This is an optimization exercise on Yosys and OpenROAD, whose aim is small area, not a production implementation.
Function was checked by simulation only, so behaviour that the tests miss may differ from the original.
Power figures rest on the tool's default switching activity, not on a simulated workload.

==> flow/run.sh <==
#!/bin/bash
# Standard layout, with the port buffers made of the smallest buffer cell.
set -euo pipefail
export BUFFER_PORTS_ARGS="-buffer_cell sky130_fd_sc_hd__buf_1"
bash standard.sh finish > standard_finish.log 2>&1
==> standard.sh <==
#!/bin/bash
# synth_recipe.tcl (not shown) runs the flow's synth.tcl, then flattens the netlist and writes it again
# the make line also repeats each setting of config.mk as NAME=value (left out here)
make -C /OpenROAD-flow-scripts/flow DESIGN_CONFIG=/design/flow/config.mk WORK_HOME=/design/flow/orfs CLKGATE_MAP_FILE= SYNTH_SCRIPT=/design/flow/synth_recipe.tcl "${@:-finish}"
==> config.mk <==
export PLATFORM = sky130hd
export DESIGN_NAME = thermo8_cts
export DESIGN_NICKNAME = thermo8_cts
export VERILOG_FILES = /design/flow/design.v
export SDC_FILE = /design/flow/constraint.sdc
export NUM_CORES = 4
export LEC_CHECK = 0
export ABC_AREA = 1
export CAP_MARGIN = 20
export CORE_MARGIN = 2
export CORE_UTILIZATION = 40
export PLACE_DENSITY = 0.6
export SLEW_MARGIN = 20
==> constraint.sdc <==
create_clock -name core_clock -period 10.0 [get_ports {clk}]
set_input_delay 2.0000 -clock core_clock [delete_from_list [all_inputs] [get_ports {clk}]]
set_output_delay 2.0000 -clock core_clock [all_outputs]
set_load 0.01 [all_outputs]
==> design.v <==
module thermo8_cts (
    input  wire        clk,
    input  wire        rst,
    input  wire        cmd_valid,
    output wire        cmd_ready,
    input  wire [31:0] cmd_word,
    input  wire [31:0] cmd_x,
    output reg         rsp_valid,
    output wire [31:0] rsp_res,
    output wire [2:0]  rsp_err,
    output wire [7:0]  rsp_err_info,
    input  wire        alert_in,
    output wire        bus_req_valid,
    output reg  [2:0]  bus_req_kind,
    output reg  [7:0]  bus_req_byte,
    output wire        bus_req_ack,
    input  wire        bus_rsp_valid,
    input  wire [1:0]  bus_rsp_code,
    input  wire [7:0]  bus_rsp_data,
    output reg         settle_start,
    input  wire        settle_done
);
    localparam [2:0] K_START   = 3'd0,
                     K_RESTART = 3'd1,
                     K_STOP    = 3'd2,
                     K_WR      = 3'd3,
                     K_RD      = 3'd4;
    reg        run;        
    reg        settle;     
    reg [2:0]  err;        
    reg [2:0]  fi;         
    reg        tn;         
    reg        rd;         
    reg        rmw;        
    reg        dec;        
    reg [2:0]  rg;         
    reg [15:0] v;          
    reg [6:0]  sla;
    reg [2:0]  stat;
    reg        stat_v;
    assign cmd_ready     = !run && !settle;
    assign bus_req_valid = run;
    wire [7:0]  op = cmd_word[7:0];
    wire [7:0]  fa = cmd_word[15:8];
    wire [15:0] fd = cmd_word[31:16];
    wire a0   = (fa == 8'd0);
    wire d0   = (fd == 16'd0);
    wire hi0  = (op[7:6] == 2'b00);
    wire grp0 = hi0 && (op[5:4] == 2'b00);
    wire grp1 = hi0 && (op[5:4] == 2'b01);
    wire grp2 = hi0 && (op[5:4] == 2'b10);
    wire [3:0] lo = op[3:0];
    reg legal;
    always @(*) begin
        legal = 1'b0;
        if (grp0) begin
            case (lo)
                4'h1, 4'h2: legal = a0;
                4'h3:       legal = a0 && d0;
                default:    legal = 1'b0;
            endcase
        end else if (grp1) begin
            case (lo)
                4'h0:       legal = 1'b1;
                4'h1:       legal = (fd[15:8] == 8'd0);
                4'h2, 4'h3: legal = d0;
                default:    legal = 1'b0;
            endcase
        end else if (grp2) begin
            case (lo)
                4'h0:    legal = a0 && (fd[15:7] == 9'd0);
                4'h2:    legal = a0 && (fd[15:2] == 14'd0);
                4'h3:    legal = (fa[7:2] == 6'd0) && (fa[1:0] != 2'd3) && d0;
                4'h4:    legal = a0 && (fd[15:3] == 13'd0);
                4'hF:    legal = 1'b0;
                default: legal = a0 && d0;
            endcase
        end
    end
    wire width_bad = grp1 && (lo[3:2] == 2'b00) &&
                     (lo[0] ? (fa != 8'h08) : ((fa[7:3] != 5'd0) || (fa[2:0] == 3'd0)));
    wire c_status = grp0 && (lo == 4'h2);
    wire c_enc    = (grp0 && (lo == 4'h3)) || (grp2 && (lo == 4'h3));
    wire c_init   = grp2 && (lo == 4'h0);
    wire c_alert  = grp2 && (lo == 4'h4);
    wire c_pin    = grp2 && (lo == 4'h5);
    wire c_stat   = grp2 && (lo == 4'h6);
    wire c_rmw    = grp2 && (lo >= 4'h7) && (lo <= 4'hC);
    wire c_bus    = grp1 || (grp2 && (lo != 4'h0) && (lo != 4'h5) && (lo != 4'h6));
    wire [15:0] xm  = cmd_x[27:12];
    wire        xc  = cmd_x[31] && (cmd_x[11:0] != 12'd0);    
    wire [1:0]  xn  = xm[1:0] + {1'b0, xc};
    wire        xk  = xm[1] && (xm[0] || xc);
    wire [15:0] enc = {xm[15:2] + {13'd0, xk},
                       (xn == 2'd1) ? 2'd2 : (xn == 2'd2) ? 2'd3 : 2'd0};
    wire [15:0] v_acc =
        c_enc ? enc :
        (({16{!(c_init || c_status || c_alert)}} & fd) |
         {13'd0, {3{c_status}} & fd[15:13]} |
         {5'd0, {2{c_alert}} & fd[1:0], 4'd0, c_alert, c_alert, c_alert & fd[2], 1'b0, c_alert} |
         {12'd0, c_stat & stat_v, {3{c_stat}} & stat} |
         {15'd0, c_pin & alert_in});
    reg [2:0] rg_acc;
    always @(*) begin
        if (grp1)
            rg_acc = fa[2:0];
        else begin
            case (lo)
                4'h1:    rg_acc = 3'd5;
                4'h3:    rg_acc = 3'd2 + {1'b0, fa[1:0]};
                4'h4:    rg_acc = 3'd1;
                4'hD:    rg_acc = 3'd6;
                4'hE:    rg_acc = 3'd7;
                4'h2:    rg_acc = 3'd0;
                default: rg_acc = lo[2:0];
            endcase
        end
    end
    wire rd_acc  = (grp1 && lo[1]) || (grp2 && ((lo == 4'h1) || (lo == 4'hD) || (lo == 4'hE)));
    wire dec_acc = (grp0 || grp2) && (lo == 4'h1);
    wire is8   = !rmw && (rg == 3'd0);
    wire fr    = rmw ? !tn : rd;                   
    wire abort = (err != 3'd0);                    
    wire last  = fr ? (is8 ? (fi == 3'd6) : (fi == 3'd7))
                    : (is8 ? (fi == 3'd4) : (fi == 3'd5));
    wire [7:0] addr = is8 ? 8'h08 : rmw ? 8'h01 : {5'd0, rg};
    always @(*) begin
        bus_req_kind = K_STOP;
        bus_req_byte = v[7:0];
        if (!abort) begin
            case (fi)
                3'd0: bus_req_kind = K_START;
                3'd1: begin bus_req_kind = K_WR; bus_req_byte = {sla, 1'b0}; end
                3'd2: begin bus_req_kind = K_WR; bus_req_byte = addr; end
                3'd3: begin
                    bus_req_kind = fr ? K_RESTART : K_WR;
                    bus_req_byte = is8 ? v[7:0] : v[15:8];
                end
                3'd4: begin
                    bus_req_kind = (fr || !is8) ? K_WR : K_STOP;
                    bus_req_byte = fr ? {sla, 1'b1} : v[7:0];
                end
                3'd5: bus_req_kind = fr ? K_RD : K_STOP;
                3'd6: bus_req_kind = (fr && !is8) ? K_RD : K_STOP;
                default: bus_req_kind = K_STOP;
            endcase
        end
    end
    assign bus_req_ack = !is8 && !fi[1];
    wire is_wr  = (bus_req_kind == K_WR);
    wire is_rdk = (bus_req_kind == K_RD);
    wire fail   = bus_rsp_code[1] || (bus_rsp_code[0] && is_wr);
    wire m8 = (rg == 3'd7) || (rg == 3'd0);
    wire m7 = (rg == 3'd1) || (rg == 3'd2);
    wire m6 = (rg == 3'd3) || (rg == 3'd4);
    wire ms = rg[0];
    wire [11:0] neg = ~v[11:0] + 12'd1;
    wire [12:0] mag = v[12] ? {(v[11:0] == 12'd0), neg} : {1'b0, v[11:0]};
    wire [18:0] res = dec ? {v[15:13], 2'b00, v[12], mag} : {3'd0, v};
    assign rsp_res      = {13'd0, res & {19{err == 3'd0}}};
    assign rsp_err      = err;
    assign rsp_err_info = {3'b000, tn, 1'b0, fi};
    always @(posedge clk) begin
        rsp_valid    <= 1'b0;
        settle_start <= 1'b0;
        if (rst) begin
            run    <= 1'b0;
            settle <= 1'b0;
            sla    <= 7'h18;
            stat   <= 3'd0;
            stat_v <= 1'b0;
        end else if (run) begin
            if (bus_rsp_valid) begin
                if (abort) begin
                    run       <= 1'b0;
                    rsp_valid <= 1'b1;
                end else if (fail) begin
                    err <= bus_rsp_code[1] ? 3'd2 : 3'd1;
                    if (last) begin
                        run       <= 1'b0;
                        rsp_valid <= 1'b1;
                    end
                end else begin
                    if (is_rdk)
                        v <= {v[7:0], bus_rsp_data};
                    if (!last) begin
                        fi <= fi + 3'd1;
                    end else begin
                        fi <= 3'd0;
                        tn <= rmw && !tn;
                        if (rmw && !tn) begin
                            if (m8) v[8] <= ms;
                            if (m7) v[7] <= ms;
                            if (m6) v[6] <= ms;
                        end else if (rmw && m8) begin
                            run          <= 1'b0;
                            settle       <= 1'b1;
                            settle_start <= 1'b1;
                        end else begin
                            run       <= 1'b0;
                            rsp_valid <= 1'b1;
                            if (dec) begin
                                stat   <= v[15:13];
                                stat_v <= 1'b1;
                            end
                        end
                    end
                end
            end
        end else if (settle) begin
            if (settle_done && !settle_start) begin
                settle    <= 1'b0;
                rsp_valid <= 1'b1;
            end
        end else if (cmd_valid) begin
            err <= !legal ? 3'd4 : width_bad ? 3'd3 : 3'd0;
            fi  <= 3'd0;
            tn  <= 1'b0;
            rd  <= rd_acc;
            rmw <= c_rmw;
            dec <= dec_acc;
            rg  <= rg_acc;
            v   <= v_acc;
            if (legal && c_init)
                sla <= fd[6:0];
            if (legal && !width_bad && c_bus)
                run <= 1'b1;
            else
                rsp_valid <= 1'b1;
        end
    end
endmodule
==> results.txt, run 1 <==
I/O pins -> 139
Worst Path Arrival -> 2.74 ns
Placed instance count -> 889
Drt drc -> 0
Final setup viols -> 0
Nets -> 852
Worst-Skew Late Latency -> 0.32 ns
WL/cell -> 14.5 um
Synthesized area per cell -> 6.47 um^2
Die Span Y -> 106 um
Skew final -> 0.0197 ns
Hold Path End -> sla[3]
RSZ-0062 raised after global routing -> no
Yosys warns -> 1
Final hold vios -> 0
Hold crit path type -> register to register
Synth Area in Compound Gates -> 0.188
Worst rel slew slack -> 0.482
Register area share after synthesis -> 0.281
Worst-path clk slew -> 0.10 ns
Hold path depth -> 2
Max Clk Rate -> 0.211 GHz
Yosys reg bits -> 44
DR vias -> 4,582
Synth top cells by count -> 128 x nand2_1, 103 x inv_1, 91 x nor2_1
Routed vias/inst -> 5.11
Worst Reg-to-Reg Cells -> 6
Post-Layout Cell Count -> 897
Die area -> 11,300 um^2
CTS Buf Count -> 5
Largest family of logic cells by synthesized area -> simple AND/OR/NAND/NOR gates
Top cell type's share of synthesized area -> 0.209
PostCTS Resize Cnt -> 0
Clock network fraction of total power -> 0.322
Switching Share -> 0.312
WS Path Type -> register to output pin
Adder-Cell Fraction of Synth Area -> 0.0360
Pwr Density -> 93.3 nW/um^2
Detail Placement HPWL -> 10.7 mm
Setup TNS -> 0 ns
CP startpoint kind -> register
Mux contribution to synthesized area -> 0
Top_reg_cell synth -> edfxtp_1
Sink Count -> 44
Power Total -> 446 uW
Synth area leaders -> edfxtp_1 21%, nand2_1 12%, inv_1 9.3%, nor2_1 8.2%, dfxtp_1 7.2%
Post-Syn Instances -> 645
Initial Utilization -> 0.408
Xor/xnor share of the synthesized area -> 0.0189
CTS tree -> built
First-pass GRT wire length -> 20.3 mm
Die X -> 106 um
CTS HTree Levels -> 2
Sequential Power Share -> 0.464
Max Transition Viols Final -> 0
Final min period -> 4.74 ns
Status -> timing/DRC/antenna clean
Comb power frac -> 0.215
Simple-gate share of the synthesized area -> 0.335
Layout cells sized above 1 -> 0.0552
Post-synth EDFFs -> 29
Asr flop ratio synth -> 0
CP max FO -> 7
GRT Residual Overflow -> 0
Total GRT Usage -> 0.228
Min-delay src -> sla[3]
Crit end category -> output pin
GP Congestion -> 0.943
Port bufs -> 118
R2r startpoint -> err[1]
P_int -> 307 uW
Max IR drop VDD -> 0.0487 mV
Max-Cap Viols -> 0
Row cnt -> 37
Post-route ant nets -> 0
P&R area growth vs syn -> 14.7%
Synthesized area -> 4170 um^2
Setup bufs post-CTS -> 0
Core area -> 10,200 um^2
Initial antenna violation count -> 0
Vias in the first global route -> 4,179
Worst-margin pin slew -> 0.770 ns
Count leader, synth -> nand2_1
RR Endpoint -> v[11]
Iteration-0 DRC Markers -> 347
Final WL -> 13.0 mm
Cts hold-fix bufs -> 0
CP required -> 8.00 ns
Inserted Diodes -> 0
Root cell of the clock tree -> clkbuf_8
Fill count -> 1,121
Largest net degree at the start of global routing -> 37
Period utilisation layout -> 0.474
Synth area leader -> edfxtp_1
NetSw -> 139 uW
R2R setup slack -> 7.17 ns
Lkg Pwr -> 0.00218 uW
DRT Pass-1 Iters -> 5
Longest Clk Path Bufs -> 2
Netlist cell types -> 45
-- cell families after synthesis --
| family | after synthesis |
|---|---|
| flip-flops | 44 |
| AND/OR/NAND/NOR | 309 |
| AO/OA/AOI/OAI | 135 |
| buffers and inverters | 135 |
| adder cells (fa/ha/maj) | 12 |
| XOR/XNOR | 9 |
| other | 1 |
-- cells in the final DEF (no fill, tap or decap), types with 11 or more instances in the layout --
master    synthesis  routed
a21oi_1          37      37
buf_1             0     118
conb_1            1      17
dfxtp_1          15      15
edfxtp_1         29      29
ha_1             12      12
inv_1           103     103
nand2_1         128     128
nand3_1          27      27
nand4_1          11      11
nor2_1           91      91
nor3_1           19      19
o21ai_0          52      52
-- routing by layer --
metal | up-vias | part of all wire | wire length, um | global-route usage
li1 | 2335 | - | - | -
met1 | 2093 | 0.45 | 5890 | 0.298
met2 | 140 | 0.49 | 6300 | 0.394
met3 | 14 | 0.047 | 606 | 0.0264
met4 | 0 | 0.013 | 170 | 0.0639
met5 | - | 0 | 0 | 0
-- how the worst max path moves through the flow --
| stage | from | endpoint | slack (ns) | cells after the start |
|---|---|---|---|---|
| 2_1_floorplan | cmd_x[3] | v[14] | 5.92 | 15 |
| 3_3_place_gp | cmd_x[2] | v[14] | 5.62 | 16 |
| 3_5_place_dp | cmd_x[1] | v[8] | 5.55 | 14 |
| 4_1_cts | fi[0] | bus_req_byte[3] | 5.29 | 12 |
| 5_1_grt | fi[0] | bus_req_byte[4] | 5.03 | 12 |
| 6_report | fi[0] | bus_req_byte[3] | 5.26 | 12 |
-- critical path, cell delays in order, from the launching register on --
cell and delay, ns:
edfxtp_1 0.48, inv_1 0.12, ha_1 0.17, nand2_1 0.09
inv_1 0.16, nor2_1 0.08, o21ai_0 0.10, nand2_1 0.15
inv_1 0.19, o21ai_0 0.13, a21oi_1 0.40, o21ai_0 0.19
buf_1 0.16
-- power by group through the flow --
stage               Sequential (uW)  Combinational (uW)  Clock (uW)
floorplan                       209                62.7           0
global placement                211                94.1           0
detailed placement              211                94.6           0
CTS                             207                95.1         147
global route                    208                 108         155
finish                          207                95.8         144
-- through the flow --
step / hold WS (ns) / setup slack, ns / util / instance area, um^2
finish: 0.510 / 5.26 / 0.468 / 4780
detailed placement: 0.483 / 5.55 / 0.457 / 4670
CTS: 0.507 / 5.29 / 0.468 / 4780
global placement: 0.477 / 5.62 / 0.457 / 4670
global route: 0.550 / 5.03 / 0.468 / 4780
floorplan: 0.430 / 5.92 / - / 4230
-- state kept, by name, summed over array words and instances (netlist names) --
register,cells
rg,3
v,16
settle,1
run,1
fi,3
dec,1
stat_v,1
err,3
rmw,1
tn,1
stat,3
rsp_valid,1
sla,7
rd,1
settle_start,1
-- cell type report --
type                            count  area, um^2  area share
Inverter                          107         402      0.0839
Clock buffer                        5        68.8      0.0144
Tap cell                          136         170      0.0356
Sequential cell                    44        1170       0.245
Multi-Input combinational cell    482        2470       0.516
Clock inverter                      3        45.0     0.00941
Timing Repair Buffer              120         458      0.0957
==> run 2, diff against run 1 <==
==> run.sh (new file) <==
#!/bin/bash
# synth_recipe.tcl (not shown) runs the flow's synth.tcl, then flattens the netlist and writes it again
# the make line also repeats each setting of config.mk as NAME=value (left out here)
make -C /OpenROAD-flow-scripts/flow DESIGN_CONFIG=/design/flow/config.mk WORK_HOME=/design/flow/orfs CLKGATE_MAP_FILE= SYNTH_SCRIPT=/design/flow/synth_recipe.tcl finish
--- a/config.mk
+++ b/config.mk
@@ -5,7 +5,6 @@
 export SDC_FILE = /design/flow/constraint.sdc
 export NUM_CORES = 4
 export LEC_CHECK = 0
-export ABC_AREA = 1
 export CAP_MARGIN = 20
 export CORE_MARGIN = 2
 export CORE_UTILIZATION = 40
removed: flow/run.sh
removed: standard.sh
==> run 2 against run 1 <==
Net effect: via count is 0.22% higher; register-to-register slack worse by 0.45 ns; core utilization is 6.7 points higher; first-iteration DRC count is 29% lower; critical path depth is 3 lower; worst hold slack worse by 0.044 ns; critical endpoint is now bus_req_byte[7]; clock-buffer cell count stayed put; design area is 15% higher; sequential cell count stayed put; total power is 2.8% higher.
==> results.txt, run 2 <==
Status -> timing/DRC/antenna clean
Biggest regs -> v: 16 flops, sla: 7 flops
Fill count -> 1,024 (-8.7%)
Final min period -> 5.41 ns (+0.670 ns)
Max-Cap Viols -> 0 (unchanged)
First-pass GRT wire length -> 22.5 mm (+11%)
Layout cells sized above 1 -> 0.0433 (-0.0119)
Multi-input gate area -> 2750 um^2 (+11%)
Worst-Skew Late Latency -> 0.29 ns (-0.03 ns)
Post-Syn Instances -> 550 (-15%)
Final hold vios -> 0 (unchanged)
CTS HTree Levels -> 2 (unchanged)
WL/cell -> 17.9 um (+24%)
Port bufs -> 118 (unchanged)
Setup TNS -> 0 ns (unchanged)
NetSw -> 128 uW (-7.9%)
Most frequent cells in the layout -> 118 x clkdlybuf4s50_1, 63 x nand2_1, 48 x nor2_1
Register area share after synthesis -> 0.278 (-0.00292)
Root cell of the clock tree -> clkbuf_8
Detail Placement HPWL -> 11.3 mm (+5.4%)
Hold crit path type -> register to register
Row cnt -> 37 (unchanged)
Worst Path Arrival -> 3.41 ns (+0.67 ns)
Initial Utilization -> 0.410 (+0.00242)
Synthesized area -> 4210 um^2 (+1.1%)
P&R area growth vs syn -> 30.5%
CP required -> 8.00 ns (about the same)
Largest Register -> v
Largest net degree at the start of global routing -> 40 (+8.1%)
Commonest non-fill, non-tap cell in the layout -> clkdlybuf4s50_1
P_int -> 330 uW (+7.7%)
Iteration-0 DRC Markers -> 246 (-29%)
Inserted Diodes -> 0 (unchanged)
FF+latch area -> 1170 um^2 (unchanged)
PostCTS Resize Cnt -> 0 (unchanged)
WS Path Type -> register to output pin
Vias in the first global route -> 4,535 (+8.5%)
Synth area leader -> edfxtp_1
Synth area leaders -> edfxtp_1 21%, dfxtp_1 7.1%, nand2_1 5.6%, a21oi_1 4.6%, nor2_1 4.3%
Yosys reg bits -> 44 (unchanged)
DR vias -> 4,592 (+0.22%)
Final setup viols -> 0 (unchanged)
Skew final -> 0.00823 ns (-0.0115 ns)
Netlist cell types -> 66 (+47%)
Post-route ant nets -> 0 (unchanged)
GRT Residual Overflow -> 0 (unchanged)
Final WL -> 14.1 mm (+8.4%)
Die Span Y -> 107 um (+0.50%)
CTS Buf Count -> 5 (unchanged)
Max IR drop VDD -> 0.0582 mV (+20%)
Die X -> 107 um (+0.50%)
Nets -> 738 (-13%)
Total GRT Usage -> 0.246 (+0.0185)
Worst rel slew slack -> 0.303 (-0.180)
Max Transition Viols Final -> 0 (unchanged)
Initial antenna violation count -> 0 (unchanged)
Core area -> 10,300 um^2 (+0.45%)
Top cell type's share of synthesized area -> 0.207 (-0.00217)
Longest Clk Path Bufs -> 2 (unchanged)
Period utilisation layout -> 0.541 (+0.0670)
Worst-path clk slew -> 0.09 ns (about the same)
Drt drc -> 0 (unchanged)
Worst-margin pin slew -> 1.04 ns (+0.266 ns)
Pwr Density -> 83.4 nW/um^2 (-11%)
I/O pins -> 139 (unchanged)
RSZ-0062 raised after global routing -> no
Hold_ws -> 0.466 ns (-0.0439 ns)
Synthesized area per cell -> 7.66 um^2 (+19%)
Comb power frac -> 0.241 (+0.026)
Cts hold-fix bufs -> 0 (unchanged)
Die area -> 11,400 um^2 (+1.0%)
Clock network fraction of total power -> 0.302 (-0.020)
Sink Count -> 44 (unchanged)
Post-synth EDFFs -> 29 (unchanged)
Asr flop ratio synth -> 0 (unchanged)
CP max FO -> 9 (+2)
Lkg Pwr -> 0.00197 uW (-9.7%)
Yosys warns -> 1 (unchanged)
Routed vias/inst -> 5.86 (+15%)
CTS tree -> built
Setup bufs post-CTS -> 0 (unchanged)
Switching Share -> 0.280 (-0.0326)
Sequential Power Share -> 0.457 (-0.007)
Top_reg_cell synth -> edfxtp_1
Count leader, synth -> nand2_1
GP Congestion -> 0.953 (+1.1%)
Max Clk Rate -> 0.185 GHz (-12%)
Largest register FFs -> 16 (unchanged)
Synth top cells by count -> 63 x nand2_1, 48 x nor2_1, 39 x a21oi_1
DRT Pass-1 Iters -> 5 (unchanged)
Crit end category -> output pin
CP startpoint kind -> register
run 2: changes by cell type in the layout (fill, tap and decap cells not counted), moves of 8 or more:
cell / change
or3_1: +12
buf_1: -118
clkdlybuf4s50_1: +118
nor3_1: -10
nor2_1: -43
xnor2_1: +10
nand2_1: -65
inv_1: -83
o21ai_0: -17
nor2_2: -8
nor2b_1: +9
run 2: cell type report:
| class | count | area share |
|---|---|---|
| flip-flops and latches | 44 | 0.213 |
| inverters | 22 | 0.0150 |
| well taps | 136 | 0.0310 |
| clock buffers | 5 | 0.0125 |
| clock inverters | 3 | 0.00774 |
| repair buffers | 122 | 0.220 |
| multi-input cells | 451 | 0.500 |
run 2: power groups by stage:
stage	Clock (uW)	Sequential [uW]	Combinational [uW]
after floorplan	0	208	59.8
after global placement	0	213	108
after detailed placement	0	213	109
after CTS	142	209	110
after global routing	150	210	121
final	138	210	111
run 2: layer usage:
layer,global-route usage,vias up,routed length [um]
met5,0,-,0
met4,0.0872,0,379
met3,0.0371,28,884
met2,0.400,173,6510
met1,0.333,2176,6280
li1,-,2215,-
run 2: metrics by stage:
stage	cell area, um^2	instances	total power, uW	util	setup slack (ns)
floorplan	4270	566	268	-	5.76
detailed placement	5390	775	322	0.524	5.00
CTS	5500	783	461	0.535	4.66
finish	5500	783	459	0.535	4.59
global placement	5380	774	322	0.523	5.05
global route	5500	783	481	0.535	4.40
run 2: worst max-delay path, stage by stage (launching register included):
cell,delay (ns)
edfxtp_1,0.44
inv_1,0.09
ha_1,0.31
or3_1,0.42
o211ai_1,0.59
a21oi_1,0.12
o21ai_1,0.33
nand2_1,0.11
o21ai_0,0.13
clkdlybuf4s50_1,0.59
run 2: final timing paths:
check | from | end | slack, ns | cells after the start
worst max-delay path | fi[0] | bus_req_byte[7] | 4.59 | 9
worst max register to register | err[1] | v[4] | 6.72 | 7
worst min register to register | stat[0] | stat[0] | 0.47 | 2
worst min-delay path | stat[0] | stat[0] | 0.47 | 2
run 2: kinds of logic (layout without fill, tap and decap cells):
kind of cell,after synthesis,count (layout),synth area share
multiplexers,7,7,0.0187
AND/OR/NAND/NOR,232,232,0.284
buffers and inverters,71,152,0.0834
other,1,17,0.000890
flip-flops,44,44,0.278
XOR/XNOR,23,23,0.0478
AO/OA/AOI/OAI,160,160,0.252
adder cells (fa/ha/maj),12,12,0.0356
==> run 3, diff against run 2 <==
==> flow/run.sh (new file) <==
#!/bin/bash
# The standard layout with two changes:
#  - synthesis maps the logic with an area-oriented ABC script (flow/area.abc) and
#    without the adder cell mapping; the flip-flops are mapped as the standard
#    synthesis maps them (same cells, same names);
#  - the port buffers use the smallest buffer cell.
set -euo pipefail
here=$PWD
export BUFFER_PORTS_ARGS="-buffer_cell sky130_fd_sc_hd__buf_1"
export MY_ABC_SCRIPT=$here/flow/area.abc
sed -e "s#SYNTH_SCRIPT=[^ ]*#SYNTH_SCRIPT=$here/flow/synth.tcl ADDER_MAP_FILE=#" standard.sh > own_standard.sh
bash own_standard.sh synth > synth.log 2>&1
bash standard.sh finish > finish.log 2>&1
==> flow/area.abc (new file) <==
strash
dc2
dch -f
amap
strash
dc2
dch -f
amap
==> flow/synth.tcl (new file) <==
proc synth {args} { yosys synth -nofsm -noshare {*}$args }
proc abc {args} {
  set i [lsearch -exact $args -script]
  if {$i >= 0} { set args [lreplace $args $i [expr {$i + 1}] -script $::env(MY_ABC_SCRIPT)] }
  yosys abc {*}$args
}
source $::env(SCRIPTS_DIR)/synth.tcl
# left out here: clear keep_hierarchy, flatten, clean up, hide names made inside functions, write 1_2_yosys.v
==> standard.sh (new file) <==
#!/bin/bash
# synth_recipe.tcl (not shown) runs the flow's synth.tcl, then flattens the netlist and writes it again
# the make line also repeats each setting of config.mk as NAME=value (left out here)
make -C /OpenROAD-flow-scripts/flow DESIGN_CONFIG=/design/flow/config.mk WORK_HOME=/design/flow/orfs CLKGATE_MAP_FILE= SYNTH_SCRIPT=/design/flow/synth_recipe.tcl "${@:-finish}"
--- a/config.mk
+++ b/config.mk
@@ -5,6 +5,7 @@
 export SDC_FILE = /design/flow/constraint.sdc
 export NUM_CORES = 4
 export LEC_CHECK = 0
+export ABC_AREA = 1
 export CAP_MARGIN = 20
 export CORE_MARGIN = 2
 export CORE_UTILIZATION = 40
removed: run.sh
==> run 3 against run 2 <==
Net effect: still clean; clock-buffer cell count increased by 1; die area is 16% lower; sequential cell count stayed put; design area is 24% lower; via count shrank 12%; register-to-register slack got worse by 0.54 ns; combinational power decreased by 32%; total power fell by 10%; sequential share of layout area rose by 6.9 points; clock power down 5%; global-route usage shrank 1.2 points; critical path type is now input port to register; largest cell class unchanged; largest power group unchanged.
==> results.txt, run 3 <==
Setup bufs post-CTS -> 0 (unchanged)
Layout cells sized above 1 -> 0.0162 (-0.0271)
R2r startpoint -> err[1]
Slowest CP cell -> nor3b_1
Final setup viols -> 0 (unchanged)
Worst-Skew Late Latency -> 0.31 ns (+0.02 ns)
Max IR drop VDD -> 0.0478 mV (-18%)
WL/cell -> 15.9 um (-11%)
Top cell type's share of synthesized area -> 0.247 (+0.0403)
P&R area growth vs syn -> 17.8%
CTS Buf Count -> 5 (unchanged)
Crit-path most repeated cell -> clkinv_1
Die X -> 97.9 um (-8.2%)
Placed instance count -> 719 (-7.2%)
Largest Register -> v
Cts hold-fix bufs -> 0 (unchanged)
Clock network fraction of total power -> 0.318 (+0.016)
Worst Path Arrival -> 5.34 ns (+1.93 ns)
Delay-heaviest family, CP -> simple AND/OR/NAND/NOR gates
Synthesized area -> 3530 um^2 (-16%)
Worst-margin pin slew -> 0.936 ns (-0.101 ns)
DR vias -> 4,043 (-12%)
Register area share after synthesis -> 0.332 (+0.0542)
RSZ-0062 raised after global routing -> no
Die Span Y -> 97.9 um (-8.2%)
Row cnt -> 34 (-8.1%)
Max Clk Rate -> 0.194 GHz (+5.0%)
CTS HTree Levels -> 2 (unchanged)
Delay of the slowest critical-path stage -> 0.67 ns (+0.08 ns)
Detail Placement HPWL -> 9.55 mm (-16%)
Sequential Power Share -> 0.500 (+0.043)
Comb power frac -> 0.182 (-0.059)
Yosys warns -> 1 (unchanged)
Port bufs -> 118 (unchanged)
Hold crit path type -> register to register
Die area -> 9580 um^2 (-16%)
Pwr Density -> 99.4 nW/um^2 (+19%)
Synth area leader -> edfxtp_1
Crit end category -> register
Crit-path cells -> buf_1, or2_0, nor3b_1, clkinv_1, nor2_1, o31a_1, o21ai_0, nor3_1, clkinv_1, o221a_1
CP bufs+invs -> 3 (+1)
Initial Utilization -> 0.408 (-0.00174)
Core area -> 8640 um^2 (-16%)
Synth area leaders -> edfxtp_1 25%, nor2_1 11%, dfxtp_1 8.5%, clkinv_1 7.3%, nor3_1 4.1%
Routed vias/inst -> 5.56 (-5.2%)
Worst setup path startpoint -> cmd_word[7]
Worst rel slew slack -> 0.375 (+0.0725)
Hold_ws -> 0.492 ns (+0.0261 ns)
Period utilisation layout -> 0.515 (-0.0258)
Iteration-0 DRC Markers -> 261 (+6.1%)
DRT Pass-1 Iters -> 5 (unchanged)
Sink Count -> 44 (unchanged)
CP startpoint kind -> input port
Count leader, synth -> nor2_1
Inserted Diodes -> 0 (unchanged)
Post-Syn Instances -> 493 (-10%)
Final min period -> 5.15 ns (-0.258 ns)
Synthesized area per cell -> 7.15 um^2 (-6.7%)
Max-Cap Viols -> 0 (unchanged)
Final WL -> 11.6 mm (-18%)
WS Path Type -> input port to register
Skew final -> 0.0194 ns (+0.0112 ns)
Vias in the first global route -> 3,621 (-20%)
Lkg Pwr -> 0.00134 uW (-32%)
Switching Share -> 0.294 (+0.0140)
First-pass GRT wire length -> 18.1 mm (-20%)
Post-Layout Cell Count -> 727 (-7.2%)
Max Transition Viols Final -> 0 (unchanged)
Drt drc -> 0 (unchanged)
Yosys reg bits -> 44 (unchanged)
Post-route ant nets -> 0 (unchanged)
NetSw -> 121 uW (-5.5%)
Status -> timing/DRC/antenna clean
Nets -> 698 (-5.4%)
Commonest non-fill, non-tap cell in the layout -> buf_1
Most frequent cells in the layout -> 118 x buf_1, 105 x nor2_1, 69 x clkinv_1
I/O pins -> 139 (unchanged)
Total GRT Usage -> 0.234 (-0.0116)
Biggest regs -> v: 16 flops, sla: 7 flops
P_int -> 291 uW (-12%)
GRT Residual Overflow -> 0 (unchanged)
Longest Clk Path Bufs -> 2 (unchanged)
Largest register FFs -> 16 (unchanged)
GP Congestion -> 0.912 (-4.3%)
Setup TNS -> 0 ns (unchanged)
PostCTS Resize Cnt -> 0 (unchanged)
Post-synth EDFFs -> 29 (unchanged)
Worst-path clk slew -> 0.09 ns (about the same)
CP required -> 10.19 ns (+2.19 ns)
Asr flop ratio synth -> 0 (unchanged)
Top_reg_cell synth -> edfxtp_1
CTS tree -> built
Min-delay src -> stat_v
Largest net degree at the start of global routing -> 27 (-33%)
Root cell of the clock tree -> clkbuf_8
Synth top cells by count -> 105 x nor2_1, 69 x clkinv_1, 36 x nand2_1
Netlist cell types -> 44 (-33%)
Final hold vios -> 0 (unchanged)
Initial antenna violation count -> 0 (unchanged)
CP max FO -> 9 (unchanged)
==> run 3: cell type report <==
class / instances / area [um^2]
Clock buffer: 6 / 93.8
Inverter: 69 / 259
Sequential cell: 44 / 1170
Fill cell: 918 / 4480
Clock inverter: 2 / 15.0
Tap cell: 108 / 135
Multi-Input combinational cell: 378 / 2020
Timing Repair Buffer: 120 / 458
==> run 3: power groups by stage <==
stage,Combinational [uW],Clock (uW),Sequential [uW]
after global routing,83.5,141,207
after detailed placement,73.9,0,210
after floorplan,48.0,0,209
after CTS,74.3,133,206
final,75.1,131,206
after global placement,73.5,0,210
==> run 3: final timing paths <==
| path | depth (start not counted) | end | slack [ns] |
|---|---|---|---|
| setup / recovery | 10 | sla[1] | 4.85 |
| hold / removal | 2 | stat_v | 0.49 |
| setup reg to reg | 10 | v[9] | 6.18 |
| hold reg to reg | 2 | stat_v | 0.49 |
==> run 3: stage by stage <==
stage | util | power [uW] | cell area [um^2] | worst slack, ns
after global routing | 0.481 | 432 | 4150 | 4.58
after global placement | 0.468 | 284 | 4040 | 4.64
after detailed placement | 0.468 | 284 | 4040 | 4.59
final | 0.481 | 413 | 4150 | 4.85
after CTS | 0.481 | 413 | 4150 | 4.89
after floorplan | - | 257 | 3590 | 5.38
==> run 3: cell families after synthesis <==
family,share of synthesized area
AND/OR/NAND/NOR,0.282
flip-flops,0.332
XOR/XNOR,0.00248
AO/OA/AOI/OAI,0.270
other,0.00106
buffers and inverters,0.112
==> run 3: per-layer routing <==
metal  GRT usage  wire length [um]  part of all wire
met5           0                 0                 0
met2       0.406              5600              0.48
met3      0.0272               653             0.056
met1       0.319              5240              0.45
met4      0.0427                85            0.0073
==> run 3: worst register-to-register path, stage by stage, from the launching register on <==
cell      delay, ns
edfxtp_1       0.39
nor3_1         0.56
clkinv_1       0.72
nor3_1         0.34
o221ai_1       0.20
a31oi_1        0.25
clkinv_1       0.14
nor2_1         0.21
o21ai_0        0.26
a21oi_1        0.20
buf_4          0.23
==> run 4, diff against run 3 <==
--- a/design.v
+++ b/design.v
@@ -93,13 +93,16 @@
     wire        xk  = xm[1] && (xm[0] || xc);
     wire [15:0] enc = {xm[15:2] + {13'd0, xk},
                        (xn == 2'd1) ? 2'd2 : (xn == 2'd2) ? 2'd3 : 2'd0};
+    wire m_hi = !c_status;                       
+    wire m_lo = !(c_status || c_init);           
     wire [15:0] v_acc =
-        c_enc ? enc :
-        (({16{!(c_init || c_status || c_alert)}} & fd) |
-         {13'd0, {3{c_status}} & fd[15:13]} |
-         {5'd0, {2{c_alert}} & fd[1:0], 4'd0, c_alert, c_alert, c_alert & fd[2], 1'b0, c_alert} |
-         {12'd0, c_stat & stat_v, {3{c_stat}} & stat} |
-         {15'd0, c_pin & alert_in});
+        ({16{c_enc}} & enc) |
+        {fd[15:7] & {9{m_hi}},
+         fd[6:2] & {5{m_lo}}, fd[1] & m_lo & !c_alert, fd[0] & m_lo} |
+        {13'd0, {3{c_status}} & fd[15:13]} |
+        {5'd0, {2{c_alert}} & fd[1:0], 4'd0, c_alert, c_alert, 2'd0, c_alert} |
+        {12'd0, c_stat & stat_v, {3{c_stat}} & stat} |
+        {15'd0, c_pin & alert_in};
     reg [2:0] rg_acc;
     always @(*) begin
         if (grp1)
@@ -154,8 +157,16 @@
     wire m7 = (rg == 3'd1) || (rg == 3'd2);
     wire m6 = (rg == 3'd3) || (rg == 3'd4);
     wire ms = rg[0];
-    wire [11:0] neg = ~v[11:0] + 12'd1;
-    wire [12:0] mag = v[12] ? {(v[11:0] == 12'd0), neg} : {1'b0, v[11:0]};
+    wire [11:0] lower;
+    assign lower[0] = 1'b0;
+    genvar gi;
+    generate
+        for (gi = 1; gi < 12; gi = gi + 1) begin : g_neg
+            assign lower[gi] = lower[gi-1] | v[gi-1];
+        end
+    endgenerate
+    wire        s_neg = v[12];
+    wire [12:0] mag = {s_neg & !(lower[11] | v[11]), v[11:0] ^ ({12{s_neg}} & lower)};
     wire [18:0] res = dec ? {v[15:13], 2'b00, v[12], mag} : {3'd0, v};
     assign rsp_res      = {13'd0, res & {19{err == 3'd0}}};
     assign rsp_err      = err;
==> flow/area.abc (replaced) <==
strash
&get -n
&deepsyn -T 30
&nf -a -R 1000
&put
==> run 4 against run 3 <==
Net effect: still clean; maximum frequency increased by 4.5%; sequential share of layout area increased by 1.7 points; combinational power down 13%; critical path type unchanged; largest cell class unchanged; largest power group unchanged.
==> results.txt, run 4 <==
Status -> timing/DRC/antenna clean
Synth area leaders -> edfxtp_1 27%, dfxtp_1 9.2%, a21oi_1 6.8%, nor2_1 5.9%, o21ai_0 4.6%
Max IR drop VDD -> 0.0593 mV (+24%)
Biggest regs -> v: 16 flops, sla: 7 flops
Top cell type's share of synthesized area -> 0.267 (+0.0201)
Dpl ws -> 4.74 ns (+0.150 ns)
Post-route ant nets -> 0 (unchanged)
Delay of the slowest critical-path stage -> 0.27 ns (-0.40 ns)
Slowest CP cell -> nor4_1
DR vias -> 3,657 (-9.5%)
DRT Pass-1 Iters -> 5 (unchanged)
Worst rel slew slack -> 0.489 (+0.114)
Layout cells sized above 1 -> 0.0279 (+0.0117)
CTS tree -> built
Post-Syn Instances -> 410 (-17%)
Setup TNS -> 0 ns (unchanged)
Pwr Density -> 108 nW/um^2 (+8.3%)
FF+latch area -> 1170 um^2 (unchanged)
Switching Share -> 0.285 (-0.00907)
WL/cell -> 16.4 um (+3.0%)
Crit-path most repeated cell -> and3_1
Skew final -> 0.0138 ns (-0.00565 ns)
R2R setup slack -> 6.50 ns (+0.32 ns)
Worst Path Arrival -> 4.99 ns (-0.35 ns)
Port bufs -> 118 (unchanged)
Worst-Skew Late Latency -> 0.30 ns (about the same)
CP max FO -> 5 (-4)
P&R area growth vs syn -> 20.1%
Cts hold-fix bufs -> 0 (unchanged)
Fill count -> 855 (-6.9%)
Top_reg_cell synth -> edfxtp_1
Die Span Y -> 94.3 um (-3.7%)
PostCTS Resize Cnt -> 0 (unchanged)
Placed instance count -> 632 (-12%)
Lkg Pwr -> 0.00130 uW (-2.8%)
Row cnt -> 32 (-5.9%)
P_int -> 301 uW (+3.4%)
Largest net degree at the start of global routing -> 34 (+26%)
Sequential Power Share -> 0.509 (+0.009)
Nets -> 617 (-12%)
Post-route setup slack -> 5.07 ns (+0.220 ns)
I/O pins -> 139 (unchanged)
RSZ-0062 raised after global routing -> no
Max Clk Rate -> 0.203 GHz (+4.5%)
CP startpoint kind -> input port
GP Congestion -> 0.923 (+1.2%)
Final setup viols -> 0 (unchanged)
Clock network fraction of total power -> 0.335 (+0.017)
Drt drc -> 0 (unchanged)
Count leader, synth -> nor2_1
Worst-margin pin slew -> 0.763 ns (-0.173 ns)
Routed vias/inst -> 5.71 (+2.7%)
Register area share after synthesis -> 0.359 (+0.0270)
Most frequent cells in the layout -> 118 x buf_1, 50 x nor2_1, 44 x a21oi_1
Largest register FFs -> 16 (unchanged)
Setup bufs post-CTS -> 0 (unchanged)
Synth area leader -> edfxtp_1
GRT Residual Overflow -> 0 (unchanged)
Synthesized area -> 3260 um^2 (-7.5%)
Iteration-0 DRC Markers -> 330 (+26%)
Synthesized area per cell -> 7.95 um^2 (+11%)
Final hold vios -> 0 (unchanged)
Inserted Diodes -> 0 (unchanged)
Asr flop ratio synth -> 0 (unchanged)
Die area -> 8890 um^2 (-7.2%)
Max Transition Viols Final -> 0 (unchanged)
Post-synth EDFFs -> 29 (unchanged)
CTS Buf Count -> 5 (unchanged)
Netlist cell types -> 48 (+9.1%)
Crit-path cells -> buf_1, nor4_1, a31oi_1, o21a_1, and2_0, and3_1, and3_1, and2_0, and3_1, and3_1, and3_1, and2_0, o21ai_0, a21oi_1, a221o_1
Initial antenna violation count -> 0 (unchanged)
Period utilisation layout -> 0.493 (-0.0220)
CTS HTree Levels -> 2 (unchanged)
Comb power frac -> 0.156 (-0.026)
Final WL -> 10.5 mm (-9.4%)
Multi-input gate area -> 1950 um^2 (-3.5%)
Yosys warns -> 1 (unchanged)
Die X -> 94.3 um (-3.7%)
Worst-path clk slew -> 0.09 ns (about the same)
Initial Utilization -> 0.418 (+0.00934)
Longest Clk Path Bufs -> 2 (unchanged)
Crit end category -> register
Hold crit path type -> register to register
Total GRT Usage -> 0.240 (+0.00581)
Core area -> 7810 um^2 (-9.6%)
Synth top cells by count -> 51 x nor2_1, 44 x a21oi_1, 31 x nand2_1
Root cell of the clock tree -> clkbuf_8
NetSw -> 120 uW (-1.1%)
Yosys reg bits -> 44 (unchanged)
Max-Cap Viols -> 0 (unchanged)
Post-Layout Cell Count -> 640 (-12%)
CP required -> 10.06 ns (-0.13 ns)
Largest Register -> v
WS Path Type -> input port to register
Sink Count -> 44 (unchanged)
Vias in the first global route -> 3,320 (-8.3%)
Detail Placement HPWL -> 8.41 mm (-12%)
Final min period -> 4.93 ns (-0.220 ns)
First-pass GRT wire length -> 16.6 mm (-8.3%)
Commonest non-fill, non-tap cell in the layout -> buf_1
[run 4: logic make-up (layout without fill, tap and decap cells)]
family | Yosys count | count (layout) | share of synthesized area
multiplexers | 2 | 2 | 0.00652
buffers and inverters | 39 | 151 | 0.0656
flip-flops | 44 | 44 | 0.359
AND/OR/NAND/NOR | 185 | 185 | 0.288
XOR/XNOR | 1 | 1 | 0.00269
AO/OA/AOI/OAI | 138 | 138 | 0.277
other | 1 | 17 | 0.00115
[run 4: path summary, 6_finish.rpt]
kind / start / to / cells past startpoint
worst max-delay path: cmd_x[9] / v[15] / 15
worst min-delay path: sla[3] / sla[3] / 2
worst max register to register: rmw / v[0] / 13
worst min register to register: sla[3] / sla[3] / 2
[run 4: metal layers]
metal	share of wire	track usage	vias to the layer above	routed length, um
met4	0.0065	0.0471	0	68
li1	-	-	1802	-
met2	0.45	0.379	183	4760
met3	0.079	0.0329	6	830
met5	0	0	-	0
met1	0.46	0.352	1666	4840
[run 4: cell type report]
| class | count | area share |
|---|---|---|
| Clock buffer | 5 | 0.0176 |
| Sequential cell | 44 | 0.299 |
| Multi-Input combinational cell | 343 | 0.498 |
| Inverter | 21 | 0.0201 |
| Timing Repair Buffer | 122 | 0.121 |
| Clock inverter | 3 | 0.0118 |
| Tap cell | 102 | 0.0326 |
[run 4: stage by stage]
step	util	power [uW]	hold slack, ns	cell area, um^2
floorplan	-	253	0.419	3320
global placement	0.486	283	0.437	3790
detailed placement	0.486	283	0.440	3790
CTS	0.501	422	0.454	3910
global route	0.502	439	0.480	3920
finish	0.502	421	0.456	3920
[run 4: power by group through the flow]
stage,combinational [uW],sequential (uW),clock (uW)
final,65.7,214,141
after global routing,73.9,215,150
after CTS,65.2,214,143
after detailed placement,65.0,218,0
after global placement,64.8,218,0
after floorplan,39.8,214,0
[run 4: worst max-delay path: cells and delay by family]
kind | cells | cell delay [ns]
buf+inv | 1 | 0.07
simple gates | 9 | 2.07
compound gates | 5 | 0.85
==> run 5, diff against run 4 <==
==> flow/run.sh (replaced) <==
#!/bin/bash
# The standard layout with these changes:
#  - synthesis maps the logic with an area-oriented ABC script (flow/area.abc) and
#    without the adder cell mapping; the flip-flops are mapped as the standard
#    synthesis maps them (same cells, same names);
#  - the port buffers use the smallest buffer cell;
#  - the constant outputs share one tie cell;
#  - clock tree synthesis adds no dummy loads.
set -euo pipefail
here=$PWD
export BUFFER_PORTS_ARGS="-buffer_cell sky130_fd_sc_hd__buf_1"
export SKIP_REPAIR_TIE_FANOUT=1
export CTS_ARGS="-sink_clustering_enable -repair_clock_nets -dont_use_dummy_load"
export MY_ABC_SCRIPT=$here/flow/area.abc
sed -e "s#SYNTH_SCRIPT=[^ ]*#SYNTH_SCRIPT=$here/flow/synth.tcl ADDER_MAP_FILE=#" standard.sh > own_standard.sh
bash own_standard.sh synth > synth.log 2>&1
bash standard.sh finish > finish.log 2>&1
--- a/config.mk
+++ b/config.mk
@@ -9,5 +9,6 @@
 export CAP_MARGIN = 20
 export CORE_MARGIN = 2
 export CORE_UTILIZATION = 40
+export GPL_TIMING_DRIVEN = 0
 export PLACE_DENSITY = 0.6
 export SLEW_MARGIN = 20
==> run 5 against run 4 <==
Net effect: still clean; worst hold slack improved by 0.0049 ns; routed wire length up 0.88%; sequential cell count is the same; register-to-register slack got worse by 0.04 ns; final cell count down 0.47%; design area is 0.35% higher; via count increased by 1.3%; critical endpoint unchanged.
==> results.txt, run 5 <==
Pwr Density -> 98.6 nW/um^2 (-8.4%)
Top cell type's share of synthesized area -> 0.267 (unchanged)
Largest net degree at the start of global routing -> 36 (+5.9%)
Sequential Power Share -> 0.555 (+0.046)
Synth area leader -> edfxtp_1
Synthesized area per cell -> 7.95 um^2 (unchanged)
NetSw -> 112 uW (-6.8%)
Most frequent cells in the layout -> 118 x buf_1, 50 x nor2_1, 44 x a21oi_1
First-pass GRT wire length -> 16.7 mm (+0.46%)
Top_reg_cell synth -> edfxtp_1
Final setup viols -> 0 (unchanged)
GP Congestion -> 0.880 (-4.6%)
Initial Utilization -> 0.418 (unchanged)
Max Transition Viols Final -> 0 (unchanged)
Hold_ws -> 0.461 ns (+0.00488 ns)
Worst Reg-to-Reg Cells -> 13 (unchanged)
Final WL -> 10.6 mm (+0.88%)
Initial antenna violation count -> 0 (unchanged)
Comb power frac -> 0.183 (+0.027)
Post-route setup slack -> 5.02 ns (-0.0492 ns)
Register area share after synthesis -> 0.359 (unchanged)
Synthesized area -> 3260 um^2 (unchanged)
Die area -> 8890 um^2 (unchanged)
CP startpoint kind -> input port
CTS Buf Count -> 5 (unchanged)
P&R area growth vs syn -> 20.5%
Row cnt -> 32 (unchanged)
WL/cell -> 16.6 um (+1.4%)
Sink Count -> 44 (unchanged)
RSZ-0062 raised after global routing -> no
Delay-heaviest family, CP -> simple AND/OR/NAND/NOR gates
Inserted Diodes -> 0 (unchanged)
Max-Cap Viols -> 0 (unchanged)
Max IR drop VDD -> 0.0573 mV (-3.4%)
Total GRT Usage -> 0.244 (+0.00342)
Biggest regs -> v: 16 flops, sla: 7 flops
Post-synth EDFFs -> 29 (unchanged)
Die Span Y -> 94.3 um (unchanged)
Worst-path clk slew -> 0.10 ns (about the same)
Worst rel slew slack -> 0.364 (-0.125)
Clock network fraction of total power -> 0.262 (-0.073)
Post-Syn Instances -> 410 (unchanged)
Yosys warns -> 1 (unchanged)
Root cell of the clock tree -> clkbuf_8
Final min period -> 4.98 ns (+0.0492 ns)
Worst-margin pin slew -> 0.945 ns (+0.182 ns)
Drt drc -> 0 (unchanged)
DR vias -> 3,705 (+1.3%)
CTS tree -> built
Status -> timing/DRC/antenna clean
Synth area leaders -> edfxtp_1 27%, dfxtp_1 9.2%, a21oi_1 6.8%, nor2_1 5.9%, o21ai_0 4.6%
Hold path depth -> 2 (unchanged)
Routed vias/inst -> 5.82 (+1.8%)
Skew final -> 0.0280 ns (+0.0142 ns)
Multi-input gate area -> 1890 um^2 (-3.1%)
Crit-path most repeated cell -> and3_1
Slowest CP cell -> nor4_1
CP max FO -> 5 (unchanged)
Asr flop ratio synth -> 0 (unchanged)
Final hold vios -> 0 (unchanged)
WS Path Type -> input port to register
Yosys reg bits -> 44 (unchanged)
Largest Register -> v
Worst-Skew Late Latency -> 0.31 ns (about the same)
I/O pins -> 139 (unchanged)
Layout cells sized above 1 -> 0.0542 (+0.0263)
Worst Path Arrival -> 5.05 ns (+0.06 ns)
Commonest non-fill, non-tap cell in the layout -> buf_1
Vias in the first global route -> 3,393 (+2.2%)
Netlist cell types -> 48 (unchanged)
CP bufs+invs -> 1 (unchanged)
GRT Residual Overflow -> 0 (unchanged)
Setup bufs post-CTS -> 0 (unchanged)
Largest register FFs -> 16 (unchanged)
Crit-path cells -> buf_1, nor4_1, a31oi_1, o21a_1, and2_0, and3_1, and3_1, and2_0, and3_1, and3_1, and3_1, and2_0, o21ai_0, a21oi_1, a221o_1
Core area -> 7810 um^2 (unchanged)
Switching Share -> 0.289 (+0.00397)
Max Clk Rate -> 0.201 GHz (-0.99%)
CTS HTree Levels -> 2 (unchanged)
Crit end category -> register
Fill count -> 804 (-6.0%)
CP Depth -> 15 (unchanged)
Nets -> 617 (unchanged)
Dpl ws -> 4.68 ns (-0.0550 ns)
PostCTS Resize Cnt -> 0 (unchanged)
Delay of the slowest critical-path stage -> 0.27 ns (about the same)
Longest Clk Path Bufs -> 2 (unchanged)
Setup TNS -> 0 ns (unchanged)
Die X -> 94.3 um (unchanged)
Iteration-0 DRC Markers -> 239 (-28%)
Cts hold-fix bufs -> 0 (unchanged)
Synth top cells by count -> 51 x nor2_1, 44 x a21oi_1, 31 x nand2_1
Detail Placement HPWL -> 8.41 mm (about the same)
CP required -> 10.07 ns (about the same)
P_int -> 276 uW (-8.6%)
Count leader, synth -> nor2_1
Hold crit path type -> register to register
Port bufs -> 118 (unchanged)
Post-route ant nets -> 0 (unchanged)
FF+latch area -> 1170 um^2 (+0.11%)
Period utilisation layout -> 0.498 (+0.00492)
Lkg Pwr -> 0.00132 uW (+1.3%)
DRT Pass-1 Iters -> 5 (unchanged)
run 5: cell count changes in the layout (fill, tap and decap cells not counted):
cell and delta:
dfxtp_1 -1, nor3_1 -1, inv_6 -1, buf_4 +16, nor3_2 +1, conb_1 -16
nor4_2 -1, dfxtp_2 +1, bufinv_16 -1, nor4_1 +1, clkinvlp_4 -1
run 5: path summary, 6_finish.rpt:
path | startpoint | end | slack, ns
worst max-delay path | cmd_x[5] | v[15] | 5.02
worst min-delay path | sla[3] | sla[3] | 0.46
worst max register to register | rmw | v[11] | 6.46
worst min register to register | sla[3] | sla[3] | 0.46
run 5: stage by stage:
step                      power, uW  cells  utilization  instance area, um^2
after floorplan                 253    410            -                 3260
after global routing            404    637        0.503                 3930
after CTS                       387    637        0.503                 3930
after detailed placement        288    632        0.494                 3860
after global placement          287    630        0.491                 3830
final                           387    637        0.503                 3930
run 5: per-layer routing:
metal | up-vias | track usage | routed length, um
met5 | - | 0 | 0
met4 | 0 | 0.0713 | 166
met3 | 12 | 0.0353 | 803
met2 | 166 | 0.385 | 4840
met1 | 1727 | 0.346 | 4780
li1 | 1800 | - | -
run 5: cell type report:
cell class	instances	share of cell area
plain buffers	18	0.0344
flip-flops and latches	44	0.298
repair buffers	120	0.117
well taps	102	0.0325
clock buffers	5	0.0175
multi-input cells	327	0.481
inverters	21	0.0201
run 5: worst register-to-register path: stages (launching register included):
cell	delay, ns
edfxtp_1	0.46
clkinv_1	0.11
nor2_1	0.06
a21oi_1	0.27
nand2_1	0.12
o21ai_0	0.09
nor2_1	0.10
nor4_1	0.59
a31oi_1	0.13
a31oi_1	0.37
nand2b_1	0.13
clkinv_1	0.06
nor2_1	0.07
nor2_2	0.64
run 5: power by group through the flow:
| stage | clock [uW] | sequential [uW] | combinational, uW |
|---|---|---|---|
| 2_1_floorplan | 0 | 214 | 39.8 |
| 3_3_place_gp | 0 | 218 | 68.5 |
| 3_5_place_dp | 0 | 219 | 69.6 |
| 4_1_cts | 103 | 214 | 69.9 |
| 5_1_grt | 109 | 216 | 78.9 |
| 6_report | 102 | 215 | 70.8 |
run 5: kinds of logic after synthesis:
group,after synthesis,synth area share
and+or+nand+nor,185,0.288
buffers and inverters,39,0.0656
DFF,44,0.359
muxes,2,0.00652
AOI/OAI and AO/OA,138,0.277
other,1,0.00115
xor gates and xnor gates,1,0.00269
==> run 6, diff against run 5 <==
--- a/config.mk
+++ b/config.mk
@@ -9,6 +9,7 @@
 export CAP_MARGIN = 20
 export CORE_MARGIN = 2
 export CORE_UTILIZATION = 40
-export GPL_TIMING_DRIVEN = 0
+export CTS_CLUSTER_DIAMETER = 200
+export CTS_CLUSTER_SIZE = 50
 export PLACE_DENSITY = 0.6
 export SLEW_MARGIN = 20
==> run 6 against run 5 <==
Net effect: final cell count fell by 2.5%; worst hold slack got worse by 0.0021 ns; largest cell class unchanged; global-route usage fell by 0.055 points; critical path depth did not move; highest routed layer unchanged; via count fell by 3.3%; largest power group unchanged; combinational power fell by 7.8%.
==> results.txt, run 6 <==
Status -> timing/DRC/antenna clean
Synth top cells by count -> 51 x nor2_1, 44 x a21oi_1, 31 x nand2_1
Drt drc -> 0 (unchanged)
R2R setup slack -> 6.78 ns (+0.32 ns)
Post-synth EDFFs -> 29 (unchanged)
Netlist cell types -> 48 (unchanged)
P&R area growth vs syn -> 16.6%
Total GRT Usage -> 0.243 (-0.000545)
CP max FO -> 5 (unchanged)
Hold crit path type -> register to register
Worst setup path startpoint -> cmd_x[9]
Worst-margin pin slew -> 1.11 ns (+0.161 ns)
Final hold vios -> 0 (unchanged)
GRT Residual Overflow -> 0 (unchanged)
Post-route ant nets -> 0 (unchanged)
Min-delay src -> sla[3]
Initial antenna violation count -> 0 (unchanged)
RR Endpoint -> rsp_valid
Max Transition Viols Final -> 0 (unchanged)
Count leader, synth -> nor2_1
Clock network fraction of total power -> 0.266 (+0.004)
DR vias -> 3,581 (-3.3%)
Largest Register -> v
I/O pins -> 139 (unchanged)
CP startpoint kind -> input port
Fill count -> 819 (+1.9%)
Die area -> 8890 um^2 (unchanged)
Iteration-0 DRC Markers -> 239 (unchanged)
Layout cells sized above 1 -> 0.0193 (-0.0349)
Sink Count -> 44 (unchanged)
Nets -> 601 (-2.6%)
Skew final -> 0.0192 ns (-0.00872 ns)
First-pass GRT wire length -> 16.7 mm (+0.29%)
Top_reg_cell synth -> edfxtp_1
CTS tree -> built
Register area share after synthesis -> 0.359 (unchanged)
CTS HTree Levels -> 2 (unchanged)
Worst-Skew Late Latency -> 0.30 ns (about the same)
Max Clk Rate -> 0.199 GHz (-0.90%)
GP Congestion -> 0.907 (+3.1%)
CTS Buf Count -> 5 (unchanged)
Yosys warns -> 1 (unchanged)
Worst rel slew slack -> 0.256 (-0.108)
Final setup viols -> 0 (unchanged)
WL/cell -> 16.8 um (+1.0%)
Cts hold-fix bufs -> 0 (unchanged)
Post-Layout Cell Count -> 621 (-2.5%)
Comb power frac -> 0.171 (-0.012)
Switching Share -> 0.289 (about the same)
Root cell of the clock tree -> clkbuf_8
Placement Cell Area -> 3730 um^2 (-3.3%)
CP required -> 10.06 ns (about the same)
Design area -> 3800 um^2 (-3.3%)
Worst-path clk slew -> 0.09 ns (about the same)
Post-route setup slack -> 4.97 ns (-0.0453 ns)
Die X -> 94.3 um (unchanged)
Hold Path End -> sla[3]
DRT Pass-1 Iters -> 4 (-1)
Initial Utilization -> 0.418 (unchanged)
Setup bufs post-CTS -> 0 (unchanged)
Setup TNS -> 0 ns (unchanged)
Row cnt -> 32 (unchanged)
Synthesized area -> 3260 um^2 (unchanged)
PostCTS Resize Cnt -> 0 (unchanged)
Detail Placement HPWL -> 8.29 mm (-1.5%)
Core area -> 7810 um^2 (unchanged)
Sequential Power Share -> 0.563 (+0.008)
Routed vias/inst -> 5.77 (-0.86%)
Most frequent cells in the layout -> 118 x buf_1, 51 x nor2_1, 44 x a21oi_1
Largest net degree at the start of global routing -> 32 (-11%)
Port bufs -> 118 (unchanged)
Worst Reg-to-Reg Cells -> 13 (unchanged)
Crit end category -> register
Post-Syn Instances -> 410 (unchanged)
Die Span Y -> 94.3 um (unchanged)
Top cell type's share of synthesized area -> 0.267 (unchanged)
P_int -> 271 uW (-1.6%)
Max IR drop VDD -> 0.0582 mV (+1.5%)
Pwr Density -> 100 nW/um^2 (+1.8%)
Hold path depth -> 2 (unchanged)
Max-Cap Viols -> 0 (unchanged)
Asr flop ratio synth -> 0 (unchanged)
NetSw -> 110 uW (-1.5%)
Biggest regs -> v: 16 flops, sla: 7 flops
Inserted Diodes -> 0 (unchanged)
Synth area leaders -> edfxtp_1 27%, dfxtp_1 9.2%, a21oi_1 6.8%, nor2_1 5.9%, o21ai_0 4.6%
Largest register FFs -> 16 (unchanged)
Dpl ws -> 4.66 ns (-0.0228 ns)
Worst Path Arrival -> 5.08 ns (+0.03 ns)
Commonest non-fill, non-tap cell in the layout -> buf_1
Vias in the first global route -> 3,325 (-2.0%)
Final min period -> 5.03 ns (+0.0453 ns)
RSZ-0062 raised after global routing -> no
Period utilisation layout -> 0.503 (+0.00453)
Placed instance count -> 616 (-2.5%)
Yosys reg bits -> 44 (unchanged)
WS Path Type -> input port to register
Final WL -> 10.4 mm (-1.5%)
Longest Clk Path Bufs -> 2 (unchanged)
Synth area leader -> edfxtp_1
Lkg Pwr -> 0.00123 uW (-6.7%)
Synthesized area per cell -> 7.95 um^2 (unchanged)
R2r startpoint -> rmw
run 6: logic make-up (layout without fill, tap and decap cells):
logic type	count (synthesis)	in the layout	synth area share
other	1	1	0.00115
DFF	44	44	0.359
buffers and inverters	39	148	0.0656
AOI/OAI and AO/OA	138	138	0.277
xor gates and xnor gates	1	1	0.00269
muxes	2	2	0.00652
and+or+nand+nor	185	185	0.288
run 6: layer usage:
layer / vias up / wire [um] / global-route usage
li1: 1775 / - / -
met5: - / 0 / 0
met4: 0 / 134 / 0.0713
met2: 159 / 4750 / 0.386
met1: 1638 / 4750 / 0.346
met3: 9 / 789 / 0.0305
run 6: power groups by stage:
stage / sequential, uW / clock [uW] / combinational, uW
final: 215 / 102 / 65.3
after global routing: 216 / 110 / 74.1
after CTS: 214 / 103 / 65.0
after detailed placement: 218 / 0 / 64.8
after global placement: 218 / 0 / 64.5
after floorplan: 214 / 0 / 39.8
run 6: how the worst max path moves through the flow:
stage,to,cells past startpoint
floorplan,v[15],14
global placement,v[15],15
detailed placement,v[15],15
CTS,v[15],15
global route,v[15],15
finish,v[15],15
run 6: area by class of cell:
type / count / area [um^2] / share of cell area
repair buffers: 122 / 473 / 0.124
well taps: 102 / 128 / 0.0336
inverters: 21 / 78.8 / 0.0207
multi-input cells: 327 / 1880 / 0.495
clock buffers: 5 / 68.8 / 0.0181
flip-flops and latches: 44 / 1170 / 0.308
run 6: critical path, cell delays in order:
cell and delay [ns]:
buf_1 0.08, nor4_1 0.31, a31oi_1 0.18, o21a_1 0.24
and2_0 0.22, and3_1 0.25, and3_1 0.24, and2_0 0.24
and3_1 0.25, and3_1 0.23, and3_1 0.22, and2_0 0.18
o21ai_0 0.14, a21oi_1 0.06, a221o_1 0.25
run 6: stage by stage:
step / hold slack [ns] / total power [uW] / util
final: 0.459 / 381 / 0.487
after global placement: 0.444 / 283 / 0.478
after detailed placement: 0.447 / 283 / 0.478
after global routing: 0.478 / 400 / 0.487
after CTS: 0.460 / 382 / 0.487
after floorplan: 0.419 / 253 / -
==> run 7, diff against run 6 <==
--- a/config.mk
+++ b/config.mk
@@ -9,7 +9,5 @@
 export CAP_MARGIN = 20
 export CORE_MARGIN = 2
 export CORE_UTILIZATION = 40
-export CTS_CLUSTER_DIAMETER = 200
-export CTS_CLUSTER_SIZE = 50
 export PLACE_DENSITY = 0.6
 export SLEW_MARGIN = 20
==> run 7 against run 6 <==
Net effect: sequential share of layout area unchanged; maximum frequency unchanged; critical path type unchanged; clock power about the same; clock-buffer cell count unchanged; clock skew unchanged; still clean on timing, DRC and antenna; sequential power about the same; routed wire length unchanged.
==> results.txt, run 7 <==
Status -> timing/DRC/antenna clean
Synthesized area per cell -> 7.95 um^2 (unchanged)
I/O pins -> 139 (unchanged)
DR vias -> 3,581 (unchanged)
Synth area leader -> edfxtp_1
Final setup viols -> 0 (unchanged)
Yosys warns -> 1 (unchanged)
Core area -> 7810 um^2 (unchanged)
CP bufs+invs -> 1 (unchanged)
RR Endpoint -> rsp_valid
Root cell of the clock tree -> clkbuf_8
Synth area leaders -> edfxtp_1 27%, dfxtp_1 9.2%, a21oi_1 6.8%, nor2_1 5.9%, o21ai_0 4.6%
Vias in the first global route -> 3,325 (unchanged)
Worst-margin pin slew -> 1.11 ns (unchanged)
Total GRT Usage -> 0.243 (unchanged)
Worst Path Arrival -> 5.08 ns (about the same)
Period utilisation layout -> 0.503 (unchanged)
Longest Clk Path Bufs -> 2 (unchanged)
Worst-Skew Late Latency -> 0.30 ns (about the same)
Setup bufs post-CTS -> 0 (unchanged)
Delay of the slowest critical-path stage -> 0.31 ns (about the same)
Final hold vios -> 0 (unchanged)
Nets -> 601 (unchanged)
Fill count -> 819 (unchanged)
PostCTS Resize Cnt -> 0 (unchanged)
Top cell type's share of synthesized area -> 0.267 (unchanged)
Count leader, synth -> nor2_1
Max Clk Rate -> 0.199 GHz (unchanged)
Setup TNS -> 0 ns (unchanged)
GP Congestion -> 0.907 (unchanged)
Row cnt -> 32 (unchanged)
Largest net degree at the start of global routing -> 32 (unchanged)
RSZ-0062 raised after global routing -> no
Post-Layout Cell Count -> 621 (unchanged)
Register area share after synthesis -> 0.359 (unchanged)
Max Transition Viols Final -> 0 (unchanged)
Slowest CP cell -> nor4_1
DRT Pass-1 Iters -> 4 (unchanged)
Most frequent cells in the layout -> 118 x buf_1, 51 x nor2_1, 44 x a21oi_1
Post-Syn Instances -> 410 (unchanged)
Initial Utilization -> 0.418 (unchanged)
Crit-path most repeated cell -> and3_1
Skew final -> 0.0192 ns (unchanged)
Largest Register -> v
Crit-path cells -> buf_1, nor4_1, a31oi_1, o21a_1, and2_0, and3_1, and3_1, and2_0, and3_1, and3_1, and3_1, and2_0, o21ai_0, a21oi_1, a221o_1
Multi-input gate area -> 1880 um^2 (unchanged)
Die area -> 8890 um^2 (unchanged)
Synthesized area -> 3260 um^2 (unchanged)
CTS Buf Count -> 5 (unchanged)
Hold crit path type -> register to register
Crit end category -> register
Drt drc -> 0 (unchanged)
CP Depth -> 15 (unchanged)
Post-synth EDFFs -> 29 (unchanged)
Port bufs -> 118 (unchanged)
R2R setup slack -> 6.78 ns (about the same)
Post-route ant nets -> 0 (unchanged)
Max-Cap Viols -> 0 (unchanged)
GRT Residual Overflow -> 0 (unchanged)
Netlist cell types -> 48 (unchanged)
CTS HTree Levels -> 2 (unchanged)
Inserted Diodes -> 0 (unchanged)
R2r startpoint -> rmw
WL/cell -> 16.8 um (unchanged)
WS Path Type -> input port to register
Worst rel slew slack -> 0.256 (unchanged)
FF+latch area -> 1170 um^2 (unchanged)
Critical path destination -> v[15]
Worst setup path startpoint -> cmd_x[9]
First-pass GRT wire length -> 16.7 mm (unchanged)
Lkg Pwr -> 0.00123 uW (unchanged)
Initial antenna violation count -> 0 (unchanged)
Top_reg_cell synth -> edfxtp_1
Iteration-0 DRC Markers -> 239 (unchanged)
Die X -> 94.3 um (unchanged)
CP required -> 10.06 ns (about the same)
CP max FO -> 5 (unchanged)
Layout cells sized above 1 -> 0.0193 (unchanged)
Post-route setup slack -> 4.97 ns (unchanged)
Synth top cells by count -> 51 x nor2_1, 44 x a21oi_1, 31 x nand2_1
Largest register FFs -> 16 (unchanged)
Pwr Density -> 100 nW/um^2 (unchanged)
Cts hold-fix bufs -> 0 (unchanged)
Dpl ws -> 4.66 ns (unchanged)
Die Span Y -> 94.3 um (unchanged)
Commonest non-fill, non-tap cell in the layout -> buf_1
Max IR drop VDD -> 0.0582 mV (unchanged)
Sink Count -> 44 (unchanged)
CTS tree -> built
CP startpoint kind -> input port
Biggest regs -> v: 16 flops, sla: 7 flops
Worst-path clk slew -> 0.09 ns (about the same)
Placed instance count -> 616 (unchanged)
Final WL -> 10.4 mm (unchanged)
Delay-heaviest family, CP -> simple AND/OR/NAND/NOR gates
Worst Reg-to-Reg Cells -> 13 (unchanged)
Detail Placement HPWL -> 8.29 mm (unchanged)
Routed vias/inst -> 5.77 (unchanged)
P&R area growth vs syn -> 16.6% (unchanged)
Asr flop ratio synth -> 0 (unchanged)
Final min period -> 5.03 ns (unchanged)
Yosys reg bits -> 44 (unchanged)
run 7: cell counts after synthesis:
No cell type changed its count.
run 7: worst min-delay path by stage:
stage,start,end,cells after the start
floorplan,sla[3],sla[3],2
global placement,sla[4],sla[4],2
detailed placement,sla[3],sla[3],2
CTS,sla[3],sla[3],2
global route,sla[3],sla[3],2
finish,sla[3],sla[3],2
run 7: layer usage:
layer	vias up	track usage	routed length [um]
li1	1775	-	-
met5	-	0	0
met3	9	0.0305	789
met1	1638	0.346	4750
met2	159	0.386	4750
met4	0	0.0713	134
run 7: worst reg2reg max path, stage by stage, from the launching register on:
cell and delay [ns]:
edfxtp_1 0.46, clkinv_1 0.10, nor2_1 0.06, a21oi_1 0.25, nand2_1 0.11, o21ai_0 0.09
nor2_1 0.10, nor4_1 0.61, a31oi_1 0.13, a31oi_1 0.35, nand2b_1 0.13, nor3b_1 0.36
nor3b_1 0.10, a221o_1 0.27
run 7: cells by family after synthesis:
kind of cell           count (synthesis)  synth area share
buffers and inverters                 39            0.0656
flip-flops                            44             0.359
other                                  1           0.00115
multiplexers                           2           0.00652
AO/OA/AOI/OAI                        138             0.277
XOR/XNOR                               1           0.00269
AND/OR/NAND/NOR                      185             0.288
run 7: final cells by class:
class	count	area share
inverters	21	0.0207
well taps	102	0.0336
clock buffers	5	0.0181
repair buffers	122	0.124
multi-input cells	327	0.495
flip-flops and latches	44	0.308
run 7: stage by stage:
stage	area (um^2)	hold slack, ns	power, uW	util
after floorplan	3260	0.419	253	-
after global placement	3730	0.444	283	0.478
after detailed placement	3730	0.447	283	0.478
after CTS	3800	0.460	382	0.487
after global routing	3800	0.478	400	0.487
final	3800	0.459	381	0.487
run 7: report_power, final:
group | switching (uW) | total, uW | internal [uW]
sequential | 12.3 | 215 | 202
combinational | 41.5 | 65.3 | 23.8
clock | 56.4 | 102 | 45.2

Check on run 7: ideal ports give 4.974 ns setup slack; a clkbuf_16 on the clock port and buf_2 on the inputs give 4.983 ns; moving port delays by the midpoint clock arrival (0.318 ns) as well gives 4.665 ns.
